Background: an optimization exercise with open tools, aiming at a short achievable clock period and few clock cycles. Do not read the settings as production practice. RTL that was checked went through simulation tests only; none was proved equivalent to the original. The RTL of run 1 was laid out without a check of its function. Power figures rest on the tool's default switching activity, not on a simulated workload.

$ cat flow/run.sh
#!/bin/bash
# synth_recipe.tcl (not shown) runs the flow's synth.tcl, then flattens the netlist and writes it again
# the make line also repeats each setting of config.mk as NAME=value (left out here)
make -C /OpenROAD-flow-scripts/flow DESIGN_CONFIG=/design/flow/config.mk WORK_HOME=/design/flow/orfs CLKGATE_MAP_FILE= SYNTH_SCRIPT=/design/flow/synth_recipe.tcl finish
$ cat flow/config.mk
export PLATFORM = sky130hd
export DESIGN_NAME = cvb
export DESIGN_NICKNAME = cvb
export VERILOG_FILES = /design/flow/design.v
export SDC_FILE = /design/flow/constraint.sdc
export NUM_CORES = 4
export LEC_CHECK = 0
export CAP_MARGIN = 20
export CORE_MARGIN = 2
export CORE_UTILIZATION = 40
export PLACE_DENSITY = 0.6
export SETUP_SLACK_MARGIN = 3.0
export SLEW_MARGIN = 20
export SYNTH_HIERARCHICAL = 1
export SYNTH_MINIMUM_KEEP_SIZE = 0
$ cat flow/constraint.sdc
create_clock -name core_clock -period 6.0 [get_ports {clk}]
set_input_delay 1.2000 -clock core_clock [delete_from_list [all_inputs] [get_ports {clk}]]
set_output_delay 1.2000 -clock core_clock [all_outputs]
set_load 0.01 [all_outputs]
$ cat flow/design.v
`timescale 1ns/1ps
module cvb (
    input  wire        clk,
    input  wire        rst,           
    input  wire        host_wr,
    input  wire [2:0]  host_waddr,
    input  wire [15:0] host_wdata,
    input  wire [2:0]  host_raddr,
    output wire [15:0] host_rdata,
    output wire        busy,
    output wire [2:0]  outcome,
    output wire        mem_en,
    output wire        mem_we,
    output wire [15:0] mem_addr,
    output wire [7:0]  mem_wdata,
    input  wire [7:0]  mem_rdata,
    output wire        poll_en,
    output wire [1:0]  poll_sel,      
    input  wire        poll_ans,
    output wire        put_en,
    output wire [7:0]  put_data,
    output wire        get_en,
    input  wire [7:0]  get_data,
    output wire        chs_valid,
    output wire [7:0]  chs_data,
    input  wire        chs_ready,
    input  wire        chs_err,
    input  wire        chr_valid,
    input  wire [7:0]  chr_data,
    input  wire        chr_err,
    output wire        chr_ready
);
    localparam [2:0] O_NONE    = 3'd0,
                     O_OK      = 3'd1,
                     O_TIMEOUT = 3'd2,
                     O_CHERR   = 3'd3,
                     O_MALF    = 3'd4,
                     O_INVAL   = 3'd5,
                     O_NOTF    = 3'd6,
                     O_ILLEGAL = 3'd7;
    localparam [7:0] LIMIT_RESET = 8'd16;
    reg [15:0] ptr, len, res;
    reg [7:0]  fill, limit;
    reg [2:0]  status;
    reg        ptr_nz, len_nz, len_ge2, len_ge3, len_eq3, lim_nz, lim_gt1;
    reg        ok_wr, ok_wtr, ok_rsy;
    reg        busy_r;
    reg        idle_r;            
    reg        m_wr, m_wtr, m_enc, m_dec, m_rsy;
    reg [1:0]  sub;               
    reg        mem_en_r, mem_we_r;
    reg [15:0] maddr;
    reg [7:0]  wreg;
    reg        poll_en_r, put_en_r, get_en_r, chr_ready_r;
    reg [1:0]  poll_sel_r;
    reg [7:0]  rem;               
    reg [15:0] left;              
    reg        rdp;               
    reg [7:0]  pbuf;              
    reg [7:0]  q0, q1, q2, q3, q4;  
    reg [2:0]  qn;
    reg [15:0] rp;                
    reg [4:0]  rleft;             
    reg        rleft_nz;
    reg [2:0]  occ;               
    reg [1:0]  trl_push;
    reg [2:0]  wn;                
    reg [15:0] wa, wb;            
    reg [4:0]  scnt;              
    reg [7:0]  rb;                
    reg        rbv, rbpar, apar;
    reg [15:0] sum;
    reg [7:0]  b30;
    reg [15:0] oaddr;             
    reg [15:0] oleft;             
    reg        rk_nb, rk_first, rk_last;    
    reg        dk_nb, dk_first, dk_last;    
    reg [15:0] daddr;             
    reg [15:0] dp1, dm1;          
    reg [15:0] hp1, hm1;          
    reg        hv, hc, h40;       
    reg [15:0] haddr;
    reg        exp40;             
    reg [15:0] npair;             
    wire        cmd_wr  = host_wr & (host_waddr == 3'd0) & idle_r;
    wire        cmdz    = cmd_wr & (host_wdata[7:3] == 5'd0);
    wire [2:0]  opb     = host_wdata[2:0];
    wire        op1     = (opb == 3'd1);
    wire        op2     = (opb == 3'd2);
    wire        op3     = (opb == 3'd3);
    wire        op4     = (opb == 3'd4);
    wire        op5     = (opb == 3'd5);
    wire        st_wr   = cmdz & op1 & ok_wr;
    wire        st_wtr  = cmdz & op2 & ok_wtr;
    wire        st_enc  = cmdz & op3 & ptr_nz;
    wire        st_dec  = cmdz & op4 & ptr_nz;       
    wire        st_rsy  = cmdz & op5 & ok_rsy;
    cvb_o_mem_en u_mem_en (
        .host_wr(host_wr), .host_waddr(host_waddr), .opc(host_wdata[7:0]), .busy(busy_r),
        .ok_wr(ok_wr), .ok_rsy(ok_rsy), .chr_valid(chr_valid), .chr_err(chr_err),
        .m_dec(m_dec), .r(mem_en_r), .q(mem_en)
    );
    assign mem_we = mem_we_r | (m_dec & chr_valid & ~chr_err);
    cvb_o_op1 u_poll_en (
        .host_wr(host_wr), .host_waddr(host_waddr), .opc(host_wdata[7:0]), .busy(busy_r),
        .ok(ok_wr), .r(poll_en_r), .q(poll_en)
    );
    cvb_o_op2 u_put_en (
        .host_wr(host_wr), .host_waddr(host_waddr), .opc(host_wdata[7:0]), .busy(busy_r),
        .ok(ok_wtr), .r(put_en_r), .q(put_en)
    );
    cvb_o_op3 u_chs_valid (
        .host_wr(host_wr), .host_waddr(host_waddr), .opc(host_wdata[7:0]), .busy(busy_r),
        .ok(ptr_nz), .r(qn != 3'd0), .q(chs_valid)
    );
    assign chr_ready = chr_ready_r;
    cvb_rdbit u_rd0  (.a(host_raddr), .d1(status[0]), .d2(ptr[0]),  .d3(len[0]),  .d4(fill[0]), .d5(limit[0]), .d6(res[0]),  .q(host_rdata[0]));
    cvb_rdbit u_rd1  (.a(host_raddr), .d1(status[1]), .d2(ptr[1]),  .d3(len[1]),  .d4(fill[1]), .d5(limit[1]), .d6(res[1]),  .q(host_rdata[1]));
    cvb_rdbit u_rd2  (.a(host_raddr), .d1(status[2]), .d2(ptr[2]),  .d3(len[2]),  .d4(fill[2]), .d5(limit[2]), .d6(res[2]),  .q(host_rdata[2]));
    cvb_rdbit u_rd3  (.a(host_raddr), .d1(1'b0),      .d2(ptr[3]),  .d3(len[3]),  .d4(fill[3]), .d5(limit[3]), .d6(res[3]),  .q(host_rdata[3]));
    cvb_rdbit u_rd4  (.a(host_raddr), .d1(1'b0),      .d2(ptr[4]),  .d3(len[4]),  .d4(fill[4]), .d5(limit[4]), .d6(res[4]),  .q(host_rdata[4]));
    cvb_rdbit u_rd5  (.a(host_raddr), .d1(1'b0),      .d2(ptr[5]),  .d3(len[5]),  .d4(fill[5]), .d5(limit[5]), .d6(res[5]),  .q(host_rdata[5]));
    cvb_rdbit u_rd6  (.a(host_raddr), .d1(1'b0),      .d2(ptr[6]),  .d3(len[6]),  .d4(fill[6]), .d5(limit[6]), .d6(res[6]),  .q(host_rdata[6]));
    cvb_rdbit u_rd7  (.a(host_raddr), .d1(1'b0),      .d2(ptr[7]),  .d3(len[7]),  .d4(fill[7]), .d5(limit[7]), .d6(res[7]),  .q(host_rdata[7]));
    cvb_rdbit u_rd8  (.a(host_raddr), .d1(1'b0),      .d2(ptr[8]),  .d3(len[8]),  .d4(1'b0),    .d5(1'b0),     .d6(res[8]),  .q(host_rdata[8]));
    cvb_rdbit u_rd9  (.a(host_raddr), .d1(1'b0),      .d2(ptr[9]),  .d3(len[9]),  .d4(1'b0),    .d5(1'b0),     .d6(res[9]),  .q(host_rdata[9]));
    cvb_rdbit u_rd10 (.a(host_raddr), .d1(1'b0),      .d2(ptr[10]), .d3(len[10]), .d4(1'b0),    .d5(1'b0),     .d6(res[10]), .q(host_rdata[10]));
    cvb_rdbit u_rd11 (.a(host_raddr), .d1(1'b0),      .d2(ptr[11]), .d3(len[11]), .d4(1'b0),    .d5(1'b0),     .d6(res[11]), .q(host_rdata[11]));
    cvb_rdbit u_rd12 (.a(host_raddr), .d1(1'b0),      .d2(ptr[12]), .d3(len[12]), .d4(1'b0),    .d5(1'b0),     .d6(res[12]), .q(host_rdata[12]));
    cvb_rdbit u_rd13 (.a(host_raddr), .d1(1'b0),      .d2(ptr[13]), .d3(len[13]), .d4(1'b0),    .d5(1'b0),     .d6(res[13]), .q(host_rdata[13]));
    cvb_rdbit u_rd14 (.a(host_raddr), .d1(1'b0),      .d2(ptr[14]), .d3(len[14]), .d4(1'b0),    .d5(1'b0),     .d6(res[14]), .q(host_rdata[14]));
    cvb_rdbit u_rd15 (.a(host_raddr), .d1(1'b0),      .d2(ptr[15]), .d3(len[15]), .d4(1'b0),    .d5(1'b0),     .d6(res[15]), .q(host_rdata[15]));
    assign busy      = busy_r;
    assign outcome   = status;
    assign mem_addr  = busy_r ? maddr : ptr;
    assign mem_wdata = m_wtr ? get_data : (m_dec ? chr_data : wreg);
    assign poll_sel  = poll_sel_r & {2{busy_r}};
    assign put_data  = (rdp & m_wr) ? mem_rdata : (m_wr ? pbuf : fill);
    assign get_en    = get_en_r;
    assign chs_data  = q0;
    wire        hw_ok   = host_wr & idle_r;
    wire [15:0] ptr_n   = (hw_ok && host_waddr == 3'd2) ? host_wdata : ptr;
    wire [15:0] len_n   = (hw_ok && host_waddr == 3'd3) ? host_wdata : len;
    wire [7:0]  lim_n   = (hw_ok && host_waddr == 3'd5) ? host_wdata[7:0] : limit;
    wire        lastp   = (rem == 8'd1);
    wire        lastb   = (left == 16'd1);
    wire        rd_now   = mem_en_r & ~mem_we_r;
    wire        pop      = m_enc & (qn != 3'd0) & chs_ready;
    wire        sum_done = ~rleft_nz & ~rd_now & ~rdp & ~rbv;
    wire        push_t   = m_enc & sum_done & (trl_push != 2'd0) & (qn != 3'd5);
    wire        push     = (m_enc & rdp) | push_t;
    wire [7:0]  pushd    = rdp ? mem_rdata : (trl_push[0] ? ~sum[7:0] : ~sum[15:8]);
    wire [2:0]  qa       = qn - {2'd0, pop};           
    wire [2:0]  qn_next  = qa + {2'd0, push};
    wire        rd_ok    = rleft_nz & (occ <= 3'd4);
    wire        wr_ok    = ~wn[2] & (~wn[1] | sum_done);
    wire        is20    = (mem_rdata == 8'h20);
    wire        is40    = (mem_rdata == 8'h40);
    wire        arr_nb  = rdp & dk_nb;
    wire        arr_ev  = rdp & ~dk_nb;
    wire        nb_now  = mem_en_r & rk_nb;
    wire        found   = arr_nb & (exp40 ? is40 : is20);
    wire        a_cand  = (is40 & ~dk_first) | (is20 & ~dk_last);
    wire        use_h   = arr_nb;                         
    wire        use_a   = arr_ev & ~nb_now;
    wire        s_cand  = use_h ? (hv & hc) : (use_a & a_cand);
    wire        s_40    = use_h ? h40 : is40;
    wire [15:0] s_nb    = use_h ? (h40 ? hm1 : hp1) : (is40 ? dm1 : dp1);
    wire [15:0] s_pair  = use_h ? (h40 ? hm1 : haddr) : (is40 ? dm1 : daddr);
    wire [15:0] rsy_n   = {1'b0, len[15:1]} + {15'd0, len[0]};    
    reg         fin;
    reg  [2:0]  fcode;
    always @(posedge clk) begin
        fin   = 1'b0;
        fcode = O_OK;
        if (rst) begin
            ptr    <= 16'd0;
            len    <= 16'd0;
            fill   <= 8'd0;
            limit  <= LIMIT_RESET;
            res    <= 16'd0;
            status <= O_NONE;
            ptr_nz <= 1'b0; len_nz <= 1'b0; len_ge2 <= 1'b0; len_ge3 <= 1'b0; len_eq3 <= 1'b0;
            lim_nz <= 1'b1; lim_gt1 <= 1'b1;
            ok_wr  <= 1'b0; ok_wtr <= 1'b0; ok_rsy <= 1'b0;
            busy_r <= 1'b0;
            idle_r <= 1'b1;
            m_wr <= 1'b0; m_wtr <= 1'b0; m_enc <= 1'b0; m_dec <= 1'b0; m_rsy <= 1'b0;
            sub  <= 2'd0;
            mem_en_r <= 1'b0; mem_we_r <= 1'b0;
            poll_en_r <= 1'b0; put_en_r <= 1'b0; get_en_r <= 1'b0; chr_ready_r <= 1'b0;
            poll_sel_r <= 2'd0;
            q0   <= 8'h20;
            rdp  <= 1'b0;
            qn   <= 3'd0;
            rbv  <= 1'b0;
            hv   <= 1'b0;
            rk_nb <= 1'b0;
            dk_nb <= 1'b0;
        end else begin
            rdp      <= rd_now;
            dk_nb    <= rk_nb;
            dk_first <= rk_first;
            dk_last  <= rk_last;
            daddr    <= maddr;
            dp1      <= maddr + 16'd1;
            dm1      <= maddr - 16'd1;
            if (rdp) pbuf <= mem_rdata;
            ptr     <= ptr_n;
            len     <= len_n;
            limit   <= lim_n;
            ptr_nz  <= (ptr_n != 16'd0);
            len_nz  <= (len_n != 16'd0);
            len_ge2 <= (len_n[15:1] != 15'd0);
            len_ge3 <= (len_n[15:2] != 14'd0) | (len_n[1] & len_n[0]);
            len_eq3 <= (len_n == 16'd3);
            lim_nz  <= (lim_n != 8'd0);
            lim_gt1 <= (lim_n[7:1] != 7'd0);
            ok_wr   <= (ptr_n != 16'd0) & (len_n != 16'd0) & (lim_n != 8'd0);
            ok_wtr  <= (ptr_n != 16'd0) & (len_n != 16'd0);
            ok_rsy  <= (ptr_n != 16'd0) & (len_n[15:1] != 15'd0);
            if (hw_ok && host_waddr == 3'd4) fill <= host_wdata[7:0];
            if (idle_r) begin
                left       <= len;
                rem        <= opb[1] ? limit : limit - 8'd1;
                sub        <= {1'b0, opb[1] | poll_ans};
                poll_sel_r <= opb[1] ? 2'd2 : 2'd0;
                maddr      <= (opb[0] & (opb[1] | opb[2])) ? ptr + 16'd2 :
                              (opb[0] & ~opb[1] & ~opb[2]) ? ptr + 16'd1 :
                              ptr;
                rdp        <= opb[0] & ~opb[1];
                q1         <= 8'h40;
                rp         <= ptr + 16'd3;
                rleft      <= 5'd27;
                rleft_nz   <= 1'b1;
                occ        <= chs_ready ? 3'd2 : 3'd3;
                wn         <= 3'd0;
                wa         <= ptr;
                wb         <= ptr + 16'd30;
                trl_push   <= 2'b11;
                apar       <= 1'b0;
                sum        <= opb[2] ? 16'd0 : 16'h4020;
                scnt       <= {4'd0, ~opb[2] & chs_ready};
                rb         <= chr_data;
                rbpar      <= 1'b0;
                rbv        <= 1'b0;
                dk_nb      <= 1'b0;
                dk_first   <= 1'b1;
                dk_last    <= 1'b0;
                daddr      <= ptr;
                dp1        <= ptr + 16'd1;
                dm1        <= ptr - 16'd1;
                hv         <= 1'b0;
                rk_nb      <= 1'b0;
                rk_first   <= 1'b0;
                rk_last    <= len_eq3;
                oaddr      <= ptr + 16'd4;
                oleft      <= len_ge3 ? rsy_n - 16'd2 : 16'd0;
                busy_r      <= (st_wr & (poll_ans | lim_gt1)) | (st_wtr & lim_nz) | st_enc |
                               st_dec | st_rsy;
                idle_r      <= ~((st_wr & (poll_ans | lim_gt1)) | (st_wtr & lim_nz) | st_enc |
                                 st_dec | st_rsy);
                m_wr        <= st_wr & (poll_ans | lim_gt1);
                m_wtr       <= st_wtr & lim_nz;
                m_enc       <= st_enc;
                m_dec       <= st_dec;
                m_rsy       <= st_rsy;
                mem_en_r    <= (st_wr & poll_ans & len_ge2) | st_enc | (st_rsy & len_ge3);
                mem_we_r    <= 1'b0;
                poll_en_r   <= (st_wr & ~poll_ans & lim_gt1) | (st_wtr & lim_nz);
                put_en_r    <= st_wr & poll_ans;
                get_en_r    <= 1'b0;
                chr_ready_r <= st_dec;
                q0          <= (st_enc & chs_ready) ? 8'h40 : 8'h20;
                qn          <= st_enc ? (chs_ready ? 3'd1 : 3'd2) : 3'd0;
                if (cmd_wr) begin
                    if (host_wdata[7:3] != 5'd0 || opb == 3'd0 || opb[2:1] == 2'b11) begin
                        status <= O_ILLEGAL;
                    end else if (op1) begin
                        if (!(ptr_nz && len_nz)) begin
                            status <= O_INVAL;
                        end else if (!lim_nz || (!poll_ans && !lim_gt1)) begin
                            status <= O_TIMEOUT;
                        end
                    end else if (op2) begin
                        if (!(ptr_nz && len_nz)) begin
                            status <= O_INVAL;
                        end else if (!lim_nz) begin
                            status <= O_TIMEOUT;
                        end
                    end else if (op3) begin
                        if (!ptr_nz) begin
                            status <= O_INVAL;
                        end
                    end else if (op4) begin
                        if (!ptr_nz) begin
                            status <= O_INVAL;
                        end
                    end else begin
                        if (!(ptr_nz && len_nz)) begin
                            status <= O_INVAL;
                            res <= 16'd0;
                        end else if (!len_ge2) begin
                            status <= O_NOTF;
                            res <= 16'd0;
                        end
                    end
                end
            end
            if (m_wr) begin
                mem_en_r <= 1'b0;
                if (mem_en_r) maddr <= maddr + 16'd1;
                case (sub)
                    2'd0: begin                           
                        if (poll_ans) begin
                            sub       <= 2'd1;
                            poll_en_r <= 1'b0;
                            put_en_r  <= 1'b1;
                            mem_en_r  <= ~lastb;          
                        end else if (lastp) begin
                            fin = 1'b1; fcode = O_TIMEOUT;
                        end else begin
                            rem <= rem - 8'd1;
                        end
                    end
                    2'd1: begin                           
                        sub        <= 2'd2;
                        put_en_r   <= 1'b0;
                        poll_en_r  <= 1'b1;
                        poll_sel_r <= 2'd1;
                        rem        <= limit;
                    end
                    default: begin                        
                        if (poll_ans) begin
                            if (lastb) begin
                                fin = 1'b1; fcode = O_OK;
                            end else begin
                                left       <= left - 16'd1;
                                sub        <= 2'd0;
                                poll_sel_r <= 2'd0;
                                rem        <= limit;
                            end
                        end else if (lastp) begin
                            fin = 1'b1; fcode = O_TIMEOUT;
                        end else begin
                            rem <= rem - 8'd1;
                        end
                    end
                endcase
            end
            if (m_wtr) begin
                case (sub)
                    2'd0: begin                           
                        put_en_r   <= 1'b0;
                        sub        <= 2'd1;
                        poll_en_r  <= 1'b1;
                        rem        <= limit;
                    end
                    2'd1: begin                           
                        if (poll_ans) begin
                            sub       <= 2'd2;
                            poll_en_r <= 1'b0;
                            get_en_r  <= 1'b1;
                            mem_en_r  <= 1'b1;
                            mem_we_r  <= 1'b1;
                        end else if (lastp) begin
                            fin = 1'b1; fcode = O_TIMEOUT;
                        end else begin
                            rem <= rem - 8'd1;
                        end
                    end
                    default: begin                        
                        get_en_r <= 1'b0;
                        mem_en_r <= 1'b0;
                        mem_we_r <= 1'b0;
                        maddr    <= maddr + 16'd1;
                        if (lastb) begin
                            fin = 1'b1; fcode = O_OK;
                        end else begin
                            left     <= left - 16'd1;
                            sub      <= 2'd0;
                            put_en_r <= 1'b1;
                        end
                    end
                endcase
            end
            if (m_enc | m_dec) begin
                if (rbv) sum <= sum + (rbpar ? {rb, 8'h00} : {8'h00, rb});
            end
            if (m_enc) begin
                if (pop) begin
                    q0 <= q1; q1 <= q2; q2 <= q3; q3 <= q4;
                end
                if (push) begin
                    case (qa)
                        3'd0: q0 <= pushd;
                        3'd1: q1 <= pushd;
                        3'd2: q2 <= pushd;
                        3'd3: q3 <= pushd;
                        default: q4 <= pushd;
                    endcase
                end
                qn <= qn_next;
                occ <= occ - {2'd0, pop} + {2'd0, push_t} + {2'd0, rd_ok};
                if (push_t) trl_push <= trl_push[0] ? 2'b10 : 2'b00;
                rbv   <= rdp;
                rb    <= mem_rdata;
                rbpar <= apar;
                if (rdp) apar <= ~apar;
                if (rd_ok) begin
                    mem_en_r <= 1'b1;
                    mem_we_r <= 1'b0;
                    maddr    <= rp;
                    rp       <= rp + 16'd1;
                    rleft    <= rleft - 5'd1;
                    rleft_nz <= (rleft != 5'd1);
                end else if (wr_ok) begin
                    mem_en_r <= 1'b1;
                    mem_we_r <= 1'b1;
                    maddr    <= wa;
                    wa       <= wn[0] ? wb : wa + 16'd1;
                    wreg     <= wn[1] ? (wn[0] ? ~sum[15:8] : ~sum[7:0]) : (wn[0] ? 8'h40 : 8'h20);
                    wn       <= wn + 3'd1;
                end else begin
                    mem_en_r <= 1'b0;
                    mem_we_r <= 1'b0;
                end
                if (pop) begin
                    scnt <= scnt + 5'd1;
                    if (scnt == 5'd31) begin
                        fin = 1'b1; fcode = chs_err ? O_CHERR : O_OK;
                    end
                end
            end
            if (m_dec) begin
                rbv <= 1'b0;
                if (chr_valid) begin
                    if (chr_err) begin
                        fin = 1'b1; fcode = O_CHERR;
                    end else begin
                        maddr <= maddr + 16'd1;
                        scnt  <= scnt + 5'd1;
                        rb    <= chr_data;
                        rbv   <= (scnt < 5'd30);
                        rbpar <= scnt[0];
                        if (scnt == 5'd30) b30 <= chr_data;
                        if (scnt == 5'd31) begin
                            fin = 1'b1;
                            fcode = ((chr_data == ~sum[15:8]) && (b30 == ~sum[7:0])) ? O_OK : O_MALF;
                        end
                    end
                end
            end
            if (m_rsy) begin
                if (use_h) hv <= 1'b0;
                if (arr_ev & nb_now) begin
                    hv    <= 1'b1;
                    hc    <= a_cand;
                    h40   <= is40;
                    haddr <= daddr;
                    hp1   <= dp1;
                    hm1   <= dm1;
                end
                if (found) begin
                    res <= npair;
                    fin = 1'b1; fcode = O_OK;
                end else if (s_cand) begin
                    mem_en_r <= 1'b1;
                    rk_nb    <= 1'b1;
                    rk_first <= 1'b0;
                    rk_last  <= 1'b0;
                    maddr    <= s_nb;
                    npair    <= s_pair;
                    exp40    <= ~s_40;
                end else if (oleft != 16'd0) begin
                    mem_en_r <= 1'b1;
                    rk_nb    <= 1'b0;
                    rk_first <= 1'b0;
                    rk_last  <= (oleft == 16'd1) & len[0];
                    maddr    <= oaddr;
                    oaddr    <= oaddr + 16'd2;
                    oleft    <= oleft - 16'd1;
                end else begin
                    mem_en_r <= 1'b0;
                    rk_nb    <= 1'b0;
                    if (!mem_en_r) begin
                        res <= 16'd0;
                        fin = 1'b1; fcode = O_NOTF;
                    end
                end
            end
            if (fin) begin
                status      <= fcode;
                busy_r      <= 1'b0;
                idle_r      <= 1'b1;
                m_wr        <= 1'b0;
                m_wtr       <= 1'b0;
                m_enc       <= 1'b0;
                m_dec       <= 1'b0;
                m_rsy       <= 1'b0;
                mem_en_r    <= 1'b0;
                mem_we_r    <= 1'b0;
                poll_en_r   <= 1'b0;
                put_en_r    <= 1'b0;
                get_en_r    <= 1'b0;
                chr_ready_r <= 1'b0;
                qn          <= 3'd0;
                q0          <= 8'h20;
                hv          <= 1'b0;
                rk_nb       <= 1'b0;
            end
        end
    end
endmodule
module cvb_o_mem_en (
    input  wire       host_wr,
    input  wire [2:0] host_waddr,
    input  wire [7:0] opc,
    input  wire       busy, ok_wr, ok_rsy, chr_valid, chr_err, m_dec, r,
    output wire       q
);
    wire cmdz = host_wr & (host_waddr == 3'd0) & ~busy & (opc[7:3] == 5'd0);
    assign q = r | (cmdz & (((opc[2:0] == 3'd1) & ok_wr) | ((opc[2:0] == 3'd5) & ok_rsy))) |
               (m_dec & chr_valid & ~chr_err);
endmodule
module cvb_o_op1 (
    input  wire       host_wr,
    input  wire [2:0] host_waddr,
    input  wire [7:0] opc,
    input  wire       busy, ok, r,
    output wire       q
);
    assign q = r | (host_wr & (host_waddr == 3'd0) & ~busy & (opc == 8'h01) & ok);
endmodule
module cvb_o_op2 (
    input  wire       host_wr,
    input  wire [2:0] host_waddr,
    input  wire [7:0] opc,
    input  wire       busy, ok, r,
    output wire       q
);
    assign q = r | (host_wr & (host_waddr == 3'd0) & ~busy & (opc == 8'h02) & ok);
endmodule
module cvb_o_op3 (
    input  wire       host_wr,
    input  wire [2:0] host_waddr,
    input  wire [7:0] opc,
    input  wire       busy, ok, r,
    output wire       q
);
    assign q = r | (host_wr & (host_waddr == 3'd0) & ~busy & (opc == 8'h03) & ok);
endmodule
module cvb_rdbit (
    input  wire [2:0] a,
    input  wire       d1, d2, d3, d4, d5, d6,
    output reg        q
);
    always @(*) begin
        case (a)
            3'd1:    q = d1;
            3'd2:    q = d2;
            3'd3:    q = d3;
            3'd4:    q = d4;
            3'd5:    q = d5;
            3'd6:    q = d6;
            default: q = 1'b0;
        endcase
    end
endmodule
==> run summary, run 1 <==
- The flow ran to the end and the layout has no timing, DRC or antenna violations.
- In the final timing run, aggregate negative setup slack is 0 ps.
- At the pin with the least slew margin, the transition time is 998 ps.
- In the final routed layout, each cell accounts on average for 23.8 um.
- Setup repair after global routing could not meet its margin everywhere.
- The kind of end point of the critical path is an output port.
- Walking the worst path, the cells encountered are buf_4 > mux2_4 > nand4_1 > nand2_1 > buf_6.
- Power spread over the standard cell area amounts to 231 nW/um^2.
- Buffers placed on the I/O ports in this run total 122.
- The final HPWL from detailed placement is 62200 um.
- For this run the aggregate overflow at the end of global routing stands at 0.
- The total net switching power is 1.86 mW.
- The master of the slowest instance on the critical path is mux2_4.
- The pre-antenna-repair detailed-routing pass consisted of 10 iterations.
- The logic depth of the worst path, buffers included is 5.
- Yosys printed 8 warnings.
- TritonCTS built the clock tree.
- Counting both buffers and inverters, the worst setup path holds a total of 2.
- The internal portion of the total power is 5.61 mW.
- By area the synthesized netlist is led by edfxtp_1 38%, dfxtp_1 8.1%, mux2i_1 5.7%.
- The most used flip-flop cell after synthesis is edfxtp_1.
- Across all register-to-register paths, the minimum setup slack is 2960 ps.
- The first global-routing pass estimated 140000 um of wire.
- The highest ir drop seen on vdd is 0.182 mV.
- The share of post-route cells with drive strength above 1 is 16.2%.
- For the worst setup path, the data arrival time is 2080 ps.
- Entering global routing, the biggest net connects 76 pins.
- After clock tree synthesis, the clock-pin slew on the worst setup and hold paths is 60 ps.
- From left edge to right edge, the die measures 263 um.
- The number of cell rows is 95.
- The I/O pin count is 123.
- In this run the critical register-to-register path is launched from left[3]$_DFFE_PN_.
- The layout overhead on the synthesized area is 20.3%.
- Net switching is 24.9% of the power.
- STA classifies the critical path startpoint as a primary input.
- Measured against its own limit, the worst slew margin works out to 33.4%.
- The number of cells produced by synthesis is 2806.
- The clock net sink count is 447.
- The part of the total power dissipated in combinational logic is 8.9%.
- On the critical path the largest part of the delay comes from buffers and inverters.
- The proportion of synthesized chip area in sequential cells is 45.8%.
- The critical-path maximum fanout is 7.
- The core area is 66900 sq um.
- Dividing the synthesized area by the synthesized cell count gives 9.60 sq um.
- The number of synthesized flops with an enable pin is 338.
- The number of register bits inferred by synthesis is 447.
- Clock tree synthesis inserted a total of 51 buffers.
- The buffer type at the clock tree root is clkbuf_16.
- In the post-synthesis netlist, the cell with the most instances is edfxtp_1.
- For the worst-skew pair, the clock arrives at the later sink with an insertion delay of 620 ps.
- For this configuration, the core starts out at a cell density of 40.2%.
- The number of DRC violations after detailed-routing iteration 0 is 2488.
- At the end of routability-driven placement, the weighted congestion stood at 0.893.
- The number of endpoints with negative hold slack in the final report came to 0.
- The maximum clock frequency is 305 MHz.
- The count of fill cells added during filler insertion is 6210.
- The detailed-route DRC error count is 0.
- The instance area at placement is 29400 sq um.
- By count the netlist is led by 338 x edfxtp_1, 299 x nor2_1, 241 x nand2_1, 183 x a21oi_1, 154 x mux2i_1.
- The die extent in y is 263 um.
- Of the post-synthesis cell area, the dominant cell type holds 37.7%.
- The floorplan step defined a die boundary enclosing 69400 sq um.
- The number of max-slew violations in the final report is 0.
- The routed layout has 23700 vias.
- On the final layout, the worst clock skew is 24.2 ps.
- The share of flip-flops with an asynchronous set or reset after synthesis is 0%.
- At the end of the flow, the number of nets in the layout was 3049.
- The number of global-route vias before repair is 22900.
- The final wirelength is 92000 um.
- The ratio of routed vias to standard cells is 6.14.
- The worst register-to-register path ends at status[1]$_SDFFE_PP0P_.
- The remaining number of nets flagged by the antenna check after routing is 0.
- The initial antenna violation count is 0.
- The startpoint identified for the worst hold timing path is dp1[12]$_DFFE_PN_.
- Registers are responsible for 47.4% of the overall power.
- The start point of the critical path is host_wdata[2].
- The required time at the endpoint of the critical path is 4800 ps.
- The type of the tightest min-delay check is reg2reg.
- The cell leakage power is 12.1 nW.
- In this design, the stage delay of the slowest critical-path cell is 330 ps.
- The library cell occupying the most area in the post-synthesis netlist is edfxtp_1.
- Yosys mapped the design onto 92 distinct sky130hd cell types.
- The clock passes through at most 3 buffers.
- The endpoint of the most critical setup path is mem_en.
- The number of failing setup endpoints in the final timing report is 0.
- In this run the number of H-tree levels came out at 2.
- The number of antenna diodes is 0.
- Max-cap violations in this run came to 0.
- The setup path with the least slack is of type in2out.
- The depth of the most critical reg-to-reg path is 8.
- The all-layer global routing usage is 25.7%.
- The final cell area excluding filler cells is 32400 sq um.
- The clock network accounts for 43.6% of the total power.
- The summed instance area of the synthesized netlist is 26900 sq um.
- The minimum clock period is 3280 ps.
- The final worst-path cycle share is 54.7%.
- The post-cts hold buffer count is 0.
-- per-stage QoR --
| stage | power [mW] | utilization (%) | worst slack (ps) | std cells | hold slack, ps |
|---|---|---|---|---|---|
| final | 7.47 | 48.4 | 2720 | 3858 | 451 |
| after global routing | 7.70 | 48.4 | 2690 | 3858 | 457 |
| after CTS | 7.48 | 47.8 | 2710 | 3844 | 450 |
| after detailed placement | 4.21 | 43.9 | 1370 | 3706 | 436 |
| after global placement | 4.20 | 43.9 | 1500 | 3706 | 433 |
| after floorplan | 3.95 | - | 844 | 2834 | 426 |
-- flip-flops by register name, indices dropped and copies added, names as in the netlist, 15 cells and up --
signal and cells:
hp1 15, ptr 16, daddr 16, res 16
dm1 15, haddr 16, wb 16, hm1 16
npair 16, len 16, oleft 16, dp1 16
left 16, rp 16, maddr 16, oaddr 16
wa 16, sum 16
-- cells by family after synthesis --
group                    share of synthesized area, %
AO/OA/AOI/OAI                                    18.3
XOR/XNOR                                         5.01
adder cells (fa/ha/maj)                          2.45
buffers and inverters                            3.73
flip-flops                                       45.8
multiplexers                                     6.74
other                                          0.0139
AND/OR/NAND/NOR                                  17.9
-- power by group through the flow --
stage	registers, mW	clock network [mW]	logic [mW]
finish	3.54	3.26	0.666
global route	3.55	3.42	0.720
CTS	3.54	3.30	0.639
detailed placement	3.61	0	0.601
global placement	3.61	0	0.591
floorplan	3.56	0	0.389
-- cell usage in the layout (no fill, tap or decap), drive strengths merged, types with 78 or more instances in the layout --
cell and n:
a21oi 183, buf 182, clkbuf 79, dfxtp 109, edfxtp 338, inv 78
mux2i 154, nand2 241, nand3 89, nor2 300, o21ai 137, xnor2 97
-- worst min-delay path by stage --
stage                               endpoint  slack (ps)  cells past startpoint
after global routing        hm1[2]$_DFFE_PP_         460                      0
after CTS                   hm1[6]$_DFFE_PP_         450                      0
after detailed placement    hm1[6]$_DFFE_PP_         440                      0
final                      hp1[12]$_DFFE_PP_         450                      0
after global placement      hm1[2]$_DFFE_PP_         430                      0
after floorplan           haddr[0]$_DFFE_PP_         430                      0
-- area by class of cell --
type | instances | area, sq um | share of cell area, %
sequential | 447 | 12400 | 38.1
multi-input combinational | 2131 | 14700 | 45.3
clock inverter | 24 | 230 | 0.711
timing repair buffer | 233 | 2220 | 6.86
clock buffer | 70 | 1490 | 4.61
tap | 873 | 1090 | 3.37
inverter | 80 | 328 | 1.01
-- Yosys stat by module, one instance, submodules excluded --
module / area [sq um] / flip-flops and latches / copies in the design / cells
cvb_rdbit: 53.8 / 0 / 16 / 7
cvb_o_op1: 58.8 / 0 / 1 / 5
cvb: 25800 / 447 / 1 / 2671
cvb_o_mem_en: 77.6 / 0 / 1 / 8
cvb_o_op2: 58.8 / 0 / 1 / 5
cvb_o_op3: 53.8 / 0 / 1 / 5
-- metal layers --
| metal | global-route usage [%] | vias to the layer above | wire length [um] | part of all wire [%] |
|---|---|---|---|---|
| li1 | - | 10800 | - | - |
| met1 | 35.1 | 11700 | 39700 | 43 |
| met2 | 41.7 | 1041 | 42500 | 46 |
| met3 | 3.61 | 181 | 6570 | 7.1 |
| met4 | 9.08 | 0 | 3200 | 3.5 |
| met5 | 0 | - | 0 | 0 |
-- timing repair --
| item | 4_1_cts | 5_1_grt |
|---|---|---|
| cloned | 11 | 0 |
| pin swaps | 38 | 26 |
| endpoints found under the setup margin | 240 | 116 |
| setup buffers | 33 | 14 |
| resized for setup | 514 | 96 |
==> run 2: changes to the inputs <==
--- a/flow/design.v
+++ b/flow/design.v
@@ -71,6 +71,11 @@
     reg        rbv, rbpar, apar;
     reg [15:0] sum;
     reg [7:0]  b30;
+    reg        qne;               
+    reg [7:0]  qd;
+    reg [15:0] qaddr;
+    reg        pfin;              
+    reg [2:0]  pcode;
     reg [15:0] oaddr;             
     reg [15:0] oleft;             
     reg        rk_nb, rk_first, rk_last;    
@@ -93,14 +98,14 @@
     wire        st_wr   = cmdz & op1 & ok_wr;
     wire        st_wtr  = cmdz & op2 & ok_wtr;
     wire        st_enc  = cmdz & op3 & ptr_nz;
-    wire        st_dec  = cmdz & op4 & ptr_nz;       
+    wire        st_dec  = cmdz & op4 & ptr_nz;
     wire        st_rsy  = cmdz & op5 & ok_rsy;
     cvb_o_mem_en u_mem_en (
         .host_wr(host_wr), .host_waddr(host_waddr), .opc(host_wdata[7:0]), .busy(busy_r),
         .ok_wr(ok_wr), .ok_rsy(ok_rsy), .chr_valid(chr_valid), .chr_err(chr_err),
-        .m_dec(m_dec), .r(mem_en_r), .q(mem_en)
+        .dq(m_dec & qne), .dr(m_dec & chr_ready_r), .r(mem_en_r), .q(mem_en)
     );
-    assign mem_we = mem_we_r | (m_dec & chr_valid & ~chr_err);
+    assign mem_we = mem_we_r | (m_dec & qne) | (m_dec & chr_ready_r & chr_valid & ~chr_err);
     cvb_o_op1 u_poll_en (
         .host_wr(host_wr), .host_waddr(host_waddr), .opc(host_wdata[7:0]), .busy(busy_r),
         .ok(ok_wr), .r(poll_en_r), .q(poll_en)
@@ -111,9 +116,12 @@
     );
     cvb_o_op3 u_chs_valid (
         .host_wr(host_wr), .host_waddr(host_waddr), .opc(host_wdata[7:0]), .busy(busy_r),
-        .ok(ptr_nz), .r(qn != 3'd0), .q(chs_valid)
+        .ok(ptr_nz), .r((qn != 3'd0) | (m_enc & rdp)), .q(chs_valid)
+    );
+    cvb_o_op4 u_chr_ready (
+        .host_wr(host_wr), .host_waddr(host_waddr), .opc(host_wdata[7:0]), .busy(busy_r),
+        .ok(ptr_nz), .r(chr_ready_r), .q(chr_ready)
     );
-    assign chr_ready = chr_ready_r;
     cvb_rdbit u_rd0  (.a(host_raddr), .d1(status[0]), .d2(ptr[0]),  .d3(len[0]),  .d4(fill[0]), .d5(limit[0]), .d6(res[0]),  .q(host_rdata[0]));
     cvb_rdbit u_rd1  (.a(host_raddr), .d1(status[1]), .d2(ptr[1]),  .d3(len[1]),  .d4(fill[1]), .d5(limit[1]), .d6(res[1]),  .q(host_rdata[1]));
     cvb_rdbit u_rd2  (.a(host_raddr), .d1(status[2]), .d2(ptr[2]),  .d3(len[2]),  .d4(fill[2]), .d5(limit[2]), .d6(res[2]),  .q(host_rdata[2]));
@@ -132,12 +140,12 @@
     cvb_rdbit u_rd15 (.a(host_raddr), .d1(1'b0),      .d2(ptr[15]), .d3(len[15]), .d4(1'b0),    .d5(1'b0),     .d6(res[15]), .q(host_rdata[15]));
     assign busy      = busy_r;
     assign outcome   = status;
-    assign mem_addr  = busy_r ? maddr : ptr;
-    assign mem_wdata = m_wtr ? get_data : (m_dec ? chr_data : wreg);
+    assign mem_addr  = busy_r ? ((m_dec & qne) ? qaddr : maddr) : ptr;
+    assign mem_wdata = m_wtr ? get_data : (m_dec ? (qne ? qd : chr_data) : wreg);
     assign poll_sel  = poll_sel_r & {2{busy_r}};
     assign put_data  = (rdp & m_wr) ? mem_rdata : (m_wr ? pbuf : fill);
     assign get_en    = get_en_r;
-    assign chs_data  = q0;
+    assign chs_data  = (m_enc & (qn == 3'd0)) ? mem_rdata : q0;    
     wire        hw_ok   = host_wr & idle_r;
     wire [15:0] ptr_n   = (hw_ok && host_waddr == 3'd2) ? host_wdata : ptr;
     wire [15:0] len_n   = (hw_ok && host_waddr == 3'd3) ? host_wdata : len;
@@ -146,9 +154,11 @@
     wire        lastb   = (left == 16'd1);
     wire        rd_now   = mem_en_r & ~mem_we_r;
     wire        pop      = m_enc & (qn != 3'd0) & chs_ready;
+    wire        byp_x    = m_enc & (qn == 3'd0) & rdp & chs_ready;    
+    wire        xfer     = pop | byp_x;
     wire        sum_done = ~rleft_nz & ~rd_now & ~rdp & ~rbv;
     wire        push_t   = m_enc & sum_done & (trl_push != 2'd0) & (qn != 3'd5);
-    wire        push     = (m_enc & rdp) | push_t;
+    wire        push     = (m_enc & rdp & ~byp_x) | push_t;
     wire [7:0]  pushd    = rdp ? mem_rdata : (trl_push[0] ? ~sum[7:0] : ~sum[15:8]);
     wire [2:0]  qa       = qn - {2'd0, pop};           
     wire [2:0]  qn_next  = qa + {2'd0, push};
@@ -226,7 +236,7 @@
                 sub        <= {1'b0, opb[1] | poll_ans};
                 poll_sel_r <= opb[1] ? 2'd2 : 2'd0;
                 maddr      <= (opb[0] & (opb[1] | opb[2])) ? ptr + 16'd2 :
-                              (opb[0] & ~opb[1] & ~opb[2]) ? ptr + 16'd1 :
+                              ((opb[0] & ~opb[1] & ~opb[2]) | (opb[2] & ~opb[0] & chr_valid)) ? ptr + 16'd1 :
                               ptr;
                 rdp        <= opb[0] & ~opb[1];
                 q1         <= 8'h40;
@@ -240,10 +250,14 @@
                 trl_push   <= 2'b11;
                 apar       <= 1'b0;
                 sum        <= opb[2] ? 16'd0 : 16'h4020;
-                scnt       <= {4'd0, ~opb[2] & chs_ready};
+                scnt       <= {4'd0, opb[2] ? chr_valid : chs_ready};
                 rb         <= chr_data;
                 rbpar      <= 1'b0;
-                rbv        <= 1'b0;
+                rbv        <= opb[2] & chr_valid;
+                qne        <= chr_valid;
+                qd         <= chr_data;
+                qaddr      <= ptr;
+                pfin       <= 1'b0;
                 dk_nb      <= 1'b0;
                 dk_first   <= 1'b1;
                 dk_last    <= 1'b0;
@@ -257,20 +271,20 @@
                 oaddr      <= ptr + 16'd4;
                 oleft      <= len_ge3 ? rsy_n - 16'd2 : 16'd0;
                 busy_r      <= (st_wr & (poll_ans | lim_gt1)) | (st_wtr & lim_nz) | st_enc |
-                               st_dec | st_rsy;
+                               (st_dec & ~(chr_valid & chr_err)) | st_rsy;
                 idle_r      <= ~((st_wr & (poll_ans | lim_gt1)) | (st_wtr & lim_nz) | st_enc |
-                                 st_dec | st_rsy);
+                                 (st_dec & ~(chr_valid & chr_err)) | st_rsy);
                 m_wr        <= st_wr & (poll_ans | lim_gt1);
                 m_wtr       <= st_wtr & lim_nz;
                 m_enc       <= st_enc;
-                m_dec       <= st_dec;
+                m_dec       <= st_dec & ~(chr_valid & chr_err);
                 m_rsy       <= st_rsy;
                 mem_en_r    <= (st_wr & poll_ans & len_ge2) | st_enc | (st_rsy & len_ge3);
                 mem_we_r    <= 1'b0;
                 poll_en_r   <= (st_wr & ~poll_ans & lim_gt1) | (st_wtr & lim_nz);
                 put_en_r    <= st_wr & poll_ans;
                 get_en_r    <= 1'b0;
-                chr_ready_r <= st_dec;
+                chr_ready_r <= st_dec & ~(chr_valid & chr_err);
                 q0          <= (st_enc & chs_ready) ? 8'h40 : 8'h20;
                 qn          <= st_enc ? (chs_ready ? 3'd1 : 3'd2) : 3'd0;
                 if (cmd_wr) begin
@@ -295,6 +309,8 @@
                     end else if (op4) begin
                         if (!ptr_nz) begin
                             status <= O_INVAL;
+                        end else if (chr_valid && chr_err) begin
+                            status <= O_CHERR;
                         end
                     end else begin
                         if (!(ptr_nz && len_nz)) begin
@@ -401,7 +417,7 @@
                     endcase
                 end
                 qn <= qn_next;
-                occ <= occ - {2'd0, pop} + {2'd0, push_t} + {2'd0, rd_ok};
+                occ <= occ - {2'd0, xfer} + {2'd0, push_t} + {2'd0, rd_ok};
                 if (push_t) trl_push <= trl_push[0] ? 2'b10 : 2'b00;
                 rbv   <= rdp;
                 rb    <= mem_rdata;
@@ -425,7 +441,7 @@
                     mem_en_r <= 1'b0;
                     mem_we_r <= 1'b0;
                 end
-                if (pop) begin
+                if (xfer) begin
                     scnt <= scnt + 5'd1;
                     if (scnt == 5'd31) begin
                         fin = 1'b1; fcode = chs_err ? O_CHERR : O_OK;
@@ -434,19 +450,34 @@
             end
             if (m_dec) begin
                 rbv <= 1'b0;
-                if (chr_valid) begin
-                    if (chr_err) begin
-                        fin = 1'b1; fcode = O_CHERR;
-                    end else begin
-                        maddr <= maddr + 16'd1;
-                        scnt  <= scnt + 5'd1;
-                        rb    <= chr_data;
-                        rbv   <= (scnt < 5'd30);
-                        rbpar <= scnt[0];
-                        if (scnt == 5'd30) b30 <= chr_data;
-                        if (scnt == 5'd31) begin
-                            fin = 1'b1;
-                            fcode = ((chr_data == ~sum[15:8]) && (b30 == ~sum[7:0])) ? O_OK : O_MALF;
+                if (pfin) begin
+                    fin = 1'b1; fcode = pcode;
+                end else begin
+                    qne <= qne & chr_valid & ~chr_err;
+                    if (qne) begin
+                        qd    <= chr_data;
+                        qaddr <= maddr;
+                    end
+                    if (chr_valid) begin
+                        if (chr_err) begin
+                            fin = 1'b1; fcode = O_CHERR;
+                        end else begin
+                            maddr <= maddr + 16'd1;
+                            scnt  <= scnt + 5'd1;
+                            rb    <= chr_data;
+                            rbv   <= (scnt < 5'd30);
+                            rbpar <= scnt[0];
+                            if (scnt == 5'd30) b30 <= chr_data;
+                            if (scnt == 5'd31) begin
+                                if (qne) begin
+                                    pfin        <= 1'b1;
+                                    chr_ready_r <= 1'b0;
+                                    pcode       <= ((chr_data == ~sum[15:8]) && (b30 == ~sum[7:0])) ? O_OK : O_MALF;
+                                end else begin
+                                    fin = 1'b1;
+                                    fcode = ((chr_data == ~sum[15:8]) && (b30 == ~sum[7:0])) ? O_OK : O_MALF;
+                                end
+                            end
                         end
                     end
                 end
@@ -516,12 +547,21 @@
     input  wire       host_wr,
     input  wire [2:0] host_waddr,
     input  wire [7:0] opc,
-    input  wire       busy, ok_wr, ok_rsy, chr_valid, chr_err, m_dec, r,
+    input  wire       busy, ok_wr, ok_rsy, chr_valid, chr_err, dq, dr, r,
     output wire       q
 );
     wire cmdz = host_wr & (host_waddr == 3'd0) & ~busy & (opc[7:3] == 5'd0);
-    assign q = r | (cmdz & (((opc[2:0] == 3'd1) & ok_wr) | ((opc[2:0] == 3'd5) & ok_rsy))) |
-               (m_dec & chr_valid & ~chr_err);
+    assign q = r | dq | (cmdz & (((opc[2:0] == 3'd1) & ok_wr) | ((opc[2:0] == 3'd5) & ok_rsy))) |
+               (dr & chr_valid & ~chr_err);
+endmodule
+module cvb_o_op4 (
+    input  wire       host_wr,
+    input  wire [2:0] host_waddr,
+    input  wire [7:0] opc,
+    input  wire       busy, ok, r,
+    output wire       q
+);
+    assign q = r | (host_wr & (host_waddr == 3'd0) & ~busy & (opc == 8'h04) & ok);
 endmodule
 module cvb_o_op1 (
     input  wire       host_wr,
--- a/flow/config.mk
+++ b/flow/config.mk
@@ -7,8 +7,8 @@
 export LEC_CHECK = 0
 export CAP_MARGIN = 20
 export CORE_MARGIN = 2
-export CORE_UTILIZATION = 40
-export PLACE_DENSITY = 0.6
+export CORE_UTILIZATION = 60
+export PLACE_DENSITY = 0.7
 export SETUP_SLACK_MARGIN = 3.0
 export SLEW_MARGIN = 20
 export SYNTH_HIERARCHICAL = 1
==> run 2 against run 1 <==
Clock skew rose by 6.4 ps; maximum frequency rose by 0.26%; power rose by 6.6%; cell area rose by 8.2%; die area fell by 28%; non-clock buffer count rose by 73; combinational power rose by 15%; worst setup slack improved by 8.4 ps; still clean; critical path depth did not move; sequential cell count rose by 29.
==> run summary, run 2 <==
- The synthesized-area fraction occupied by ao, oa, aoi and oai cells is 19.2% (+0.82 points).
- The instance area at placement came to 31000 sq um (+5.5%).
- The final worst-path cycle share was 54.6% (-0.14 points).
- The clock net sink count is 476 (+6.5%).
- The die footprint was 49900 sq um (-28%).
- The remaining number of nets flagged by the antenna check after routing is 0 (unchanged).
- The number of cells produced by synthesis came to 3089 (+10%).
- The H-tree depth reported by CTS is 2 (unchanged).
- The critical-path maximum fanout is 6 (-1).
- The share of flip-flops with an asynchronous set or reset after synthesis came to 0% (unchanged).
- The detailed-route wire length per cell was 25.7 um (+7.7%).
- The remaining global-route overflow came to 0 (unchanged).
- In the layout the commonest cells are 366 x edfxtp_1, 337 x nand2_1, 286 x nor2_1.
- The ratio of routed vias to standard cells is 6.85 (+12%).
- The number of placed instances, taps included is 3710 (+0.11%).
- The number of DRC violations after detailed-routing iteration 0 was 3867 (+55%).
- The total number of vias is 27000 (+14%).
- The highest ir drop seen on vdd is 0.250 mV (+37%).
- In this run the most critical hold path is launched from dp1[12]$_DFFE_PN_.
- The adder-cell area share of the yosys netlist was 2.32% (-0.13 points).
- The clock-pin slew of the registers on the worst-case setup and hold paths was 60 ps (about the same).
- The depth of the most critical reg-to-reg path was 13 (+5).
- The layout overhead on the synthesized area is 21.4%.
- The final sum of negative setup slack is 0 ps (unchanged).
- The total of buffers placed on input and output ports came to 122 (unchanged).
- The part of the power in registers was 47.7% (+0.3 points).
- TritonCTS built the clock tree.
- The part of the total power dissipated in combinational logic is 9.6% (+0.7 points).
- The worst hold path endpoint is hp1[12]$_DFFE_PP_.
- The startpoint of the most critical register-to-register path is rbpar$_DFFE_PN_.
- The power density over cell area is 227 nW/um^2 (-1.6%).
- The final HPWL from detailed placement came to 66900 um (+7.6%).
- The max capacitance violation total is 0 (unchanged).
- The slew of the pin with the lowest slew margin is 1030 ps (+31.0 ps).
- The number of global-route vias before repair came to 25300 (+11%).
- The number of distinct library cell variants in the gate-level netlist after synthesis was 83 (-9.8%).
- The number of register bits inferred by synthesis was 476 (+6.5%).
- The clock power share came to 42.7% (-0.9 points).
- The final setup skew was 30.6 ps (+6.40 ps).
- The total net switching power was 1.98 mW (+6.7%).
- The first-pass GRT wire length is 151000 um (+8.0%).
- The type of the worst setup path is in2out.
- The final cell area excluding filler cells came to 35100 sq um (+8.2%).
- The biggest cell delay along the critical path is 330 ps (about the same).
- The xor and xnor area share after synthesis is 4.76% (-0.25 points).
- The endpoint of the worst register-to-register path is sum[15]$_DFFE_PN_.
- The most instantiated library cell after synthesis is edfxtp_1.
- The final estimated routing congestion in global placement is 0.984 (+10%).
- The number of synthesized flops with an enable pin is 366 (+8.3%).
- The number of cell rows is 80 (-16%).
- The die extent in y is 223 um (-15%).
- The proportion of synthesized chip area in sequential cells is 45.7% (-0.12 points).
- The switching fraction of total power is 24.9% (+0.042 points).
- The number of instances on the worst hold path is 0 (unchanged).
- The number of endpoints with negative hold slack in the final report was 0 (unchanged).
- For this run, the leading register cell type out of synthesis is edfxtp_1.
- The detailed-route DRC error count was 0 (unchanged).
- The largest buffer count on any clock path is 3 (unchanged).
- The clock network latency to the later pin of the worst-skew pair is 630 ps (about the same).
- The family with the most delay on the worst path is multiplexers.
- The layout net count was 3381 (+11%).
- The post-cts hold buffer count is 0 (unchanged).
- The cell leakage power is 12.9 nW (+5.9%).
- The combinational family with the most area after synthesis is compound AO/OA/AOI/OAI gates.
- The number of failing setup endpoints in the final timing report is 0 (unchanged).
- The synthesized design spends more area on one cell type than any other, namely edfxtp_1.
- STA classifies the critical path startpoint as a primary input.
- The maximum clock frequency is 306 MHz (+0.26%).
- The share of Yosys cell area claimed by the top area cell type was 38.0% (+0.36 points).
- The kind of end point of the critical path is an output port.
- The summed instance area of the synthesized netlist is 28900 sq um (+7.3%).
- The maximum number of pins on one net before global-route repair is 167 (+120%).
- Setup repair after global routing could not meet its margin everywhere.
- The final wirelength is 101000 um (+9.8%).
- The I/O pin count is 123 (unchanged).
- The critical path goes through buf_16 > mux2i_4 > o221ai_2 > o21a_1 > buf_2.
- The type of the tightest min-delay check is reg2reg.
- The initial antenna violation count came to 1 (+1).
- The total buffers and inverters traversed by the critical path is 2 (unchanged).
- The horizontal die dimension is 223 um (-15%).
- The share of post-route cells with drive strength above 1 is 18.5% (+2.2 points).
- The most common cell after layout, fill and taps aside is edfxtp_1.
- The number of max-slew violations in the final report came to 0 (unchanged).
- The minimum clock period is 3270 ps (-8.44 ps).
- The basic-gate share of the synthesized area counting and, or, nand and nor cells is 17.8% (-0.13 points).
- The average instance area after synthesis was 9.35 sq um (-2.6%).
- The design internal power is 5.98 mW (+6.5%).
- The final cell count without fillers is 3933 (+1.9%).
- The worst max-slew margin expressed relative to the limit is 31.4% (-2.1 points).
- The portion of netlist area occupied by mux cells is 6.52% (-0.22 points).
- The worst endpoint data arrival time was 2070 ps (about the same).
- The master of the slowest instance on the critical path is mux2i_4.
- The buffer type at the clock tree root is clkbuf_16.
- The core area is 47600 sq um (-29%).
- After synthesis, the most frequently instantiated cells are 366 x edfxtp_1, 356 x nand2_1, 301 x nor2_1, 255 x a21oi_1, 180 x o21ai_0.
- The count of warnings emitted by yosys is 8 (unchanged).
- The number of antenna diodes is 0 (unchanged).
- The register-to-register path setup slack is 3030 ps (+70 ps).
- The all-layer global routing usage came to 39.2% (+13 points).
- The run finished with no timing, DRC or antenna violations.
- The initial core utilization is 60.6% (+20 points).
- The first-pass iteration count of the detailed router is 10 (unchanged).
- The required time at the endpoint of the critical path was 4800 ps (about the same).
- Tracing the worst setup path back leads to its startpoint at host_raddr[0].
- The CTS buffer count is 52 (+2.0%).
- Sorting the synthesized cells by area gives the leading types as edfxtp_1 38%, dfxtp_1 7.6%, mux2i_1 5.3%.
==> run 2: routing by layer <==
metal | vias to the layer above | track usage [%] | share of wire, %
li1 | 11900 | - | -
met1 | 13000 | 54.4 | 39
met2 | 1812 | 59.6 | 44
met3 | 304 | 8.34 | 12
met4 | 0 | 16.7 | 4.5
met5 | - | 0 | 0
==> run 2: modules after synthesis, one instance, submodules excluded <==
module / flops+latches / times used / cells / area [sq um]
cvb: 476 / 1 / 2949 / 27700
cvb_o_mem_en: 0 / 1 / 8 / 78.8
cvb_o_op1: 0 / 1 / 5 / 58.8
cvb_o_op2: 0 / 1 / 5 / 58.8
cvb_o_op3: 0 / 1 / 5 / 53.8
cvb_o_op4: 0 / 1 / 5 / 58.8
cvb_rdbit: 0 / 16 / 7 / 53.8
==> run 2: how the worst max path moves through the flow <==
stage | to | slack (ps) | cells after the start
6_report | host_rdata[5] | 2730 | 5
5_1_grt | host_rdata[7] | 2710 | 5
4_1_cts | host_rdata[5] | 2760 | 5
3_5_place_dp | oaddr[7]$_DFFE_PN_ | 1430 | 10
3_3_place_gp | host_rdata[5] | 1470 | 5
2_1_floorplan | apar$_DFFE_PN_ | 800 | 2
==> run 2: area by class of cell <==
type                       instances  area, sq um
inverter                          81          320
tap                              615          769
timing repair buffer             306         3040
timing repair inverter             2         12.5
fill                            3418        12600
clock buffer                      70         1440
sequential                       476        13200
multi-input combinational       2357        15900
clock inverter                    26          342
==> run 2: through the flow <==
step	power (mW)	worst slack (ps)	hold WS (ps)	utilization (%)
floorplan	4.23	802	426	-
global placement	4.48	1470	433	65.1
detailed placement	4.50	1430	436	65.1
CTS	7.90	2760	448	71.5
global route	8.14	2710	453	73.6
finish	7.96	2730	449	73.6
==> run 2: power by group through the flow <==
stage / registers, mW / clock network (mW) / logic (mW)
2_1_floorplan: 3.80 / 0 / 0.431
3_3_place_gp: 3.85 / 0 / 0.627
3_5_place_dp: 3.86 / 0 / 0.641
4_1_cts: 3.79 / 3.41 / 0.705
5_1_grt: 3.80 / 3.53 / 0.818
6_report: 3.79 / 3.40 / 0.766
==> run 2: timing repair <==
| action | in CTS | in global routing |
|---|---|---|
| gates resized for setup | 656 | 119 |
| endpoints found under the setup margin | 268 | 260 |
| setup buffers | 53 | 60 |
| cloned | 9 | 5 |
| pin swaps | 54 | 61 |
| hold endpoints to repair | 0 | 0 |
==> run 2: kinds of logic after synthesis <==
| family | after synthesis |
|---|---|
| flops | 476 |
| compound gates | 855 |
| xor+xnor | 157 |
| fa+ha+maj | 52 |
| other cells | 1 |
| simple gates | 1079 |
| buf+inv | 285 |
| mux | 184 |
Testbench counts of run 2, summed over its fixed seeds: cycles 34,524.
==> run 3: changes to the inputs <==
--- a/flow/design.v
+++ b/flow/design.v
@@ -59,6 +59,8 @@
     reg [7:0]  pbuf;              
     reg [7:0]  q0, q1, q2, q3, q4;  
     reg [2:0]  qn;
+    reg        cv_r;              
+    reg        bsel;              
     reg [15:0] rp;                
     reg [4:0]  rleft;             
     reg        rleft_nz;
@@ -73,7 +75,6 @@
     reg [7:0]  b30;
     reg        qne;               
     reg [7:0]  qd;
-    reg [15:0] qaddr;
     reg        pfin;              
     reg [2:0]  pcode;
     reg [15:0] oaddr;             
@@ -116,7 +117,7 @@
     );
     cvb_o_op3 u_chs_valid (
         .host_wr(host_wr), .host_waddr(host_waddr), .opc(host_wdata[7:0]), .busy(busy_r),
-        .ok(ptr_nz), .r((qn != 3'd0) | (m_enc & rdp)), .q(chs_valid)
+        .ok(ptr_nz), .r(cv_r), .q(chs_valid)
     );
     cvb_o_op4 u_chr_ready (
         .host_wr(host_wr), .host_waddr(host_waddr), .opc(host_wdata[7:0]), .busy(busy_r),
@@ -140,12 +141,12 @@
     cvb_rdbit u_rd15 (.a(host_raddr), .d1(1'b0),      .d2(ptr[15]), .d3(len[15]), .d4(1'b0),    .d5(1'b0),     .d6(res[15]), .q(host_rdata[15]));
     assign busy      = busy_r;
     assign outcome   = status;
-    assign mem_addr  = busy_r ? ((m_dec & qne) ? qaddr : maddr) : ptr;
+    assign mem_addr  = busy_r ? maddr : ptr;
     assign mem_wdata = m_wtr ? get_data : (m_dec ? (qne ? qd : chr_data) : wreg);
     assign poll_sel  = poll_sel_r & {2{busy_r}};
     assign put_data  = (rdp & m_wr) ? mem_rdata : (m_wr ? pbuf : fill);
     assign get_en    = get_en_r;
-    assign chs_data  = (m_enc & (qn == 3'd0)) ? mem_rdata : q0;    
+    assign chs_data  = bsel ? mem_rdata : q0;    
     wire        hw_ok   = host_wr & idle_r;
     wire [15:0] ptr_n   = (hw_ok && host_waddr == 3'd2) ? host_wdata : ptr;
     wire [15:0] len_n   = (hw_ok && host_waddr == 3'd3) ? host_wdata : len;
@@ -203,6 +204,8 @@
             q0   <= 8'h20;
             rdp  <= 1'b0;
             qn   <= 3'd0;
+            cv_r <= 1'b0;
+            bsel <= 1'b0;
             rbv  <= 1'b0;
             hv   <= 1'b0;
             rk_nb <= 1'b0;
@@ -236,7 +239,7 @@
                 sub        <= {1'b0, opb[1] | poll_ans};
                 poll_sel_r <= opb[1] ? 2'd2 : 2'd0;
                 maddr      <= (opb[0] & (opb[1] | opb[2])) ? ptr + 16'd2 :
-                              ((opb[0] & ~opb[1] & ~opb[2]) | (opb[2] & ~opb[0] & chr_valid)) ? ptr + 16'd1 :
+                              (opb[0] & ~opb[1] & ~opb[2]) ? ptr + 16'd1 :
                               ptr;
                 rdp        <= opb[0] & ~opb[1];
                 q1         <= 8'h40;
@@ -256,7 +259,6 @@
                 rbv        <= opb[2] & chr_valid;
                 qne        <= chr_valid;
                 qd         <= chr_data;
-                qaddr      <= ptr;
                 pfin       <= 1'b0;
                 dk_nb      <= 1'b0;
                 dk_first   <= 1'b1;
@@ -287,6 +289,8 @@
                 chr_ready_r <= st_dec & ~(chr_valid & chr_err);
                 q0          <= (st_enc & chs_ready) ? 8'h40 : 8'h20;
                 qn          <= st_enc ? (chs_ready ? 3'd1 : 3'd2) : 3'd0;
+                cv_r        <= st_enc;
+                bsel        <= 1'b0;
                 if (cmd_wr) begin
                     if (host_wdata[7:3] != 5'd0 || opb == 3'd0 || opb[2:1] == 2'b11) begin
                         status <= O_ILLEGAL;
@@ -417,6 +421,8 @@
                     endcase
                 end
                 qn <= qn_next;
+                cv_r <= (qn_next != 3'd0) | rd_now;
+                bsel <= (qn_next == 3'd0);
                 occ <= occ - {2'd0, xfer} + {2'd0, push_t} + {2'd0, rd_ok};
                 if (push_t) trl_push <= trl_push[0] ? 2'b10 : 2'b00;
                 rbv   <= rdp;
@@ -454,15 +460,12 @@
                     fin = 1'b1; fcode = pcode;
                 end else begin
                     qne <= qne & chr_valid & ~chr_err;
-                    if (qne) begin
-                        qd    <= chr_data;
-                        qaddr <= maddr;
-                    end
+                    if (qne) qd <= chr_data;
+                    if (qne | (chr_valid & ~chr_err)) maddr <= maddr + 16'd1;
                     if (chr_valid) begin
                         if (chr_err) begin
                             fin = 1'b1; fcode = O_CHERR;
                         end else begin
-                            maddr <= maddr + 16'd1;
                             scnt  <= scnt + 5'd1;
                             rb    <= chr_data;
                             rbv   <= (scnt < 5'd30);
@@ -536,6 +539,8 @@
                 get_en_r    <= 1'b0;
                 chr_ready_r <= 1'b0;
                 qn          <= 3'd0;
+                cv_r        <= 1'b0;
+                bsel        <= 1'b0;
                 q0          <= 8'h20;
                 hv          <= 1'b0;
                 rk_nb       <= 1'b0;
--- a/flow/config.mk
+++ b/flow/config.mk
@@ -9,7 +9,7 @@
 export CORE_MARGIN = 2
 export CORE_UTILIZATION = 60
 export PLACE_DENSITY = 0.7
-export SETUP_SLACK_MARGIN = 3.0
+export SETUP_SLACK_MARGIN = 3.4
 export SLEW_MARGIN = 20
 export SYNTH_HIERARCHICAL = 1
 export SYNTH_MINIMUM_KEEP_SIZE = 0
==> run 3 against run 2 <==
Core utilization grew 10 points; worst setup slack lost 230 ps; count of clock-buffer cells in the layout shrank 6; critical path type unchanged; still clean; largest power group unchanged; critical endpoint is now mem_en; register-to-register slack lost 170 ps; synthesized cell count shrank 4.4%; via count grew 9.8%; sequential share of layout area shrank 4.9 points.
==> run summary, run 3 <==
- The run finished with no timing, DRC or antenna violations.
- The slew of the pin with the lowest slew margin is 1170 ps (+140 ps).
- The summed instance area of the synthesized netlist came to 28300 sq um (-1.9%).
- The average instance area after synthesis was 9.60 sq um (+2.7%).
- The final sum of negative setup slack came to 0 ps (unchanged).
- The type of the tightest min-delay check is reg2reg.
- The highest ir drop seen on vdd is 0.304 mV (+22%).
- The adder-cell area share of the yosys netlist is 2.37% (+0.044 points).
- The post-route total power is 8.06 mW (+1.3%).
- The type of element launching the critical path is a primary input.
- The met1 track demand over resource is 58.9% (+4.5 points).
- The number of register bits inferred by synthesis is 462 (-2.9%).
- The share of Yosys cell area claimed by the top area cell type is 37.1% (-0.97 points).
- The number of synthesized flops with an enable pin was 350 (-4.4%).
- The number of DRC violations after detailed-routing iteration 0 came to 5373 (+39%).
- The worst max-slew margin expressed relative to the limit is 22.0% (-9.4 points).
- The number of global-route vias before repair was 26500 (+4.7%).
- By area, the combinational part of the netlist is dominated by compound AO/OA/AOI/OAI gates.
- The all-layer global routing usage came to 43.7% (+4.5 points).
- The cell leakage power is 14.5 nW (+13%).
- The worst endpoint data arrival time is 2300 ps (+230 ps).
- The portion of netlist area occupied by mux cells is 6.92% (+0.40 points).
- The minimum clock period is 3500 ps (+231 ps).
- The detailed-route DRC error count is 0 (unchanged).
- The synthesized-area fraction occupied by ao, oa, aoi and oai cells came to 18.9% (-0.23 points).
- The maximum number of pins on one net before global-route repair came to 82 (-51%).
- The register-to-register path setup slack is 2860 ps (-170 ps).
- The power density over cell area came to 207 nW/um^2 (-8.8%).
- The final setup skew is 20.3 ps (-10.3 ps).
- The final HPWL from detailed placement was 65700 um (-1.8%).
- The clock net sink count is 462 (-2.9%).
- The worst setup path is of the in2out kind.
- The number of distinct library cell variants in the gate-level netlist after synthesis is 100 (+20%).
- In the layout the commonest cells are 350 x edfxtp_1, 277 x nor2_1, 234 x nand2_1.
- The first-pass iteration count of the detailed router is 9 (-1).
- The proportion of synthesized chip area in sequential cells is 45.0% (-0.68 points).
- The number of cell rows is 79 (-1.3%).
- The number of cells produced by synthesis is 2953 (-4.4%).
- The remaining number of nets flagged by the antenna check after routing is 0 (unchanged).
- The final worst-path cycle share is 58.4% (+3.9 points).
- The share of post-route cells with drive strength above 1 is 32.5% (+14 points).
- The initial antenna violation count was 1 (unchanged).
- The clock-pin slew of the registers on the worst-case setup and hold paths was 60 ps (about the same).
- The layer with the highest usage is met2.
- The count of warnings emitted by yosys is 8 (unchanged).
- The max capacitance violation total is 0 (unchanged).
- After synthesis, the cell types taking the most area are edfxtp_1 37%, dfxtp_1 7.9%, mux2i_1 5.1%.
- The total of buffers placed on input and output ports was 122 (unchanged).
- The xor and xnor area share after synthesis is 4.88% (+0.12 points).
[run 3: changes by cell type after synthesis, sizes merged, moves of 14 or more]
| cell | before | now |
|---|---|---|
| a211oi | 57 | 73 |
| a21oi | 255 | 208 |
| o21ai | 187 | 155 |
| nand3 | 88 | 71 |
| mux2 | 31 | 45 |
| edfxtp | 366 | 350 |
| nand2 | 356 | 259 |
| clkbuf | 159 | 138 |
| xor2 | 68 | 85 |
| xnor2 | 89 | 73 |
[run 3: power breakdown]
part	switching [mW]	internal, mW
clock	1.44	1.95
sequential	0.145	3.54
combinational	0.542	0.441
[run 3: Yosys stat by module, one instance, submodules excluded]
module	copies in the design	area, sq um
cvb_rdbit	16	53.8
cvb_o_op2	1	58.8
cvb_o_mem_en	1	78.8
cvb_o_op1	1	58.8
cvb_o_op3	1	53.8
cvb	1	27200
cvb_o_op4	1	58.8
[run 3: final timing paths]
kind                      start                 end  depth (start not counted)
max               host_waddr[1]              mem_en                          5
min            dm1[9]$_DFFE_PN_    hm1[9]$_DFFE_PP_                          0
max reg2reg  oleft[6]$_DFFE_PN_  maddr[5]$_DFFE_PN_                         11
min reg2reg    dm1[9]$_DFFE_PN_    hm1[9]$_DFFE_PP_                          0
[run 3: logic make-up after synthesis]
kind of cell / Yosys count
simple gates: 1019
compound gates: 799
flops: 462
buf+inv: 272
mux: 190
xor+xnor: 158
fa+ha+maj: 52
other cells: 1
[run 3: final cells by class]
class | count | area [sq um]
multi-input combinational | 2258 | 17800
timing repair buffer | 495 | 5540
fill | 2397 | 7620
inverter | 81 | 335
tap | 607 | 759
clock buffer | 64 | 1360
antenna | 1 | 2.50
timing repair inverter | 2 | 15.0
clock inverter | 29 | 370
sequential | 462 | 12800
[run 3: stage by stage]
step / setup WS (ps) / utilization, % / cell area, sq um / std cells / hold slack (ps)
final: 2500 / 83.6 / 38900 / 3999 / 452
after floorplan: 1230 / - / 29900 / 2981 / 426
after global placement: 1340 / 66.9 / 31100 / 3570 / 430
after CTS: 2530 / 79.0 / 36800 / 3890 / 448
after detailed placement: 1300 / 66.9 / 31200 / 3571 / 434
after global routing: 2530 / 83.6 / 38900 / 3998 / 457
[run 3: metal layers]
metal | up-vias | part of all wire, % | routed length, um
li1 | 11900 | - | -
met1 | 13900 | 34 | 41700
met2 | 2897 | 42 | 51600
met5 | - | 0.0090 | 11
met4 | 2 | 8.2 | 10000
met3 | 872 | 16 | 19200
[run 3: worst max-delay path, cell delays in order]
cell      delay [ps]
buf_12           100
nor4b_4          300
nand4_1          260
o211ai_1         240
buf_2            200
[run 3: timing repair]
action                     4_1_cts  5_1_grt
pin swaps                      132      149
gates resized for setup        912      273
cloned                          32       10
setup endpoints to repair      512      401
buffers inserted               194       98
Testbench counts of run 3, summed over its fixed seeds: cycles 34,524.

-- what the ideal ports hide --
How much do the figures lean on ideal ports? The routed layouts below were timed once more, with nothing changed but the port constraints.
Step 1 sets driving cells, clkbuf_16 on the clock port and buf_2 on the other inputs (assumed; they add their load-dependent delay and slew).
Step 2 also shifts input and output timing later by t, the mid clock arrival at the registers, as if the neighbouring blocks saw the same clock.
Slacks: ideal ports / drivers / drivers and shift; pairs: ideal ports / drivers.
| run | t (ns) | slack for setup (ns) | worst register clock-pin slew, ns | pins driven straight from the clock port |
|---|---|---|---|---|
| run 1 | 0.659 | 2.718 / 2.355 / 2.355 | 0.07 / 0.07 | 1 |
| run 2 | 0.678 | 2.727 / 2.359 / 2.211 | 0.07 / 0.07 | 1 |
| run 3 | 0.689 | 2.496 / 2.238 / 2.173 | 0.07 / 0.07 | 1 |
After both steps setup and hold are still met in every run listed. The setup slack of run 2, which loses most, moves by -0.368 ns with the drivers and by -0.516 ns with both steps.
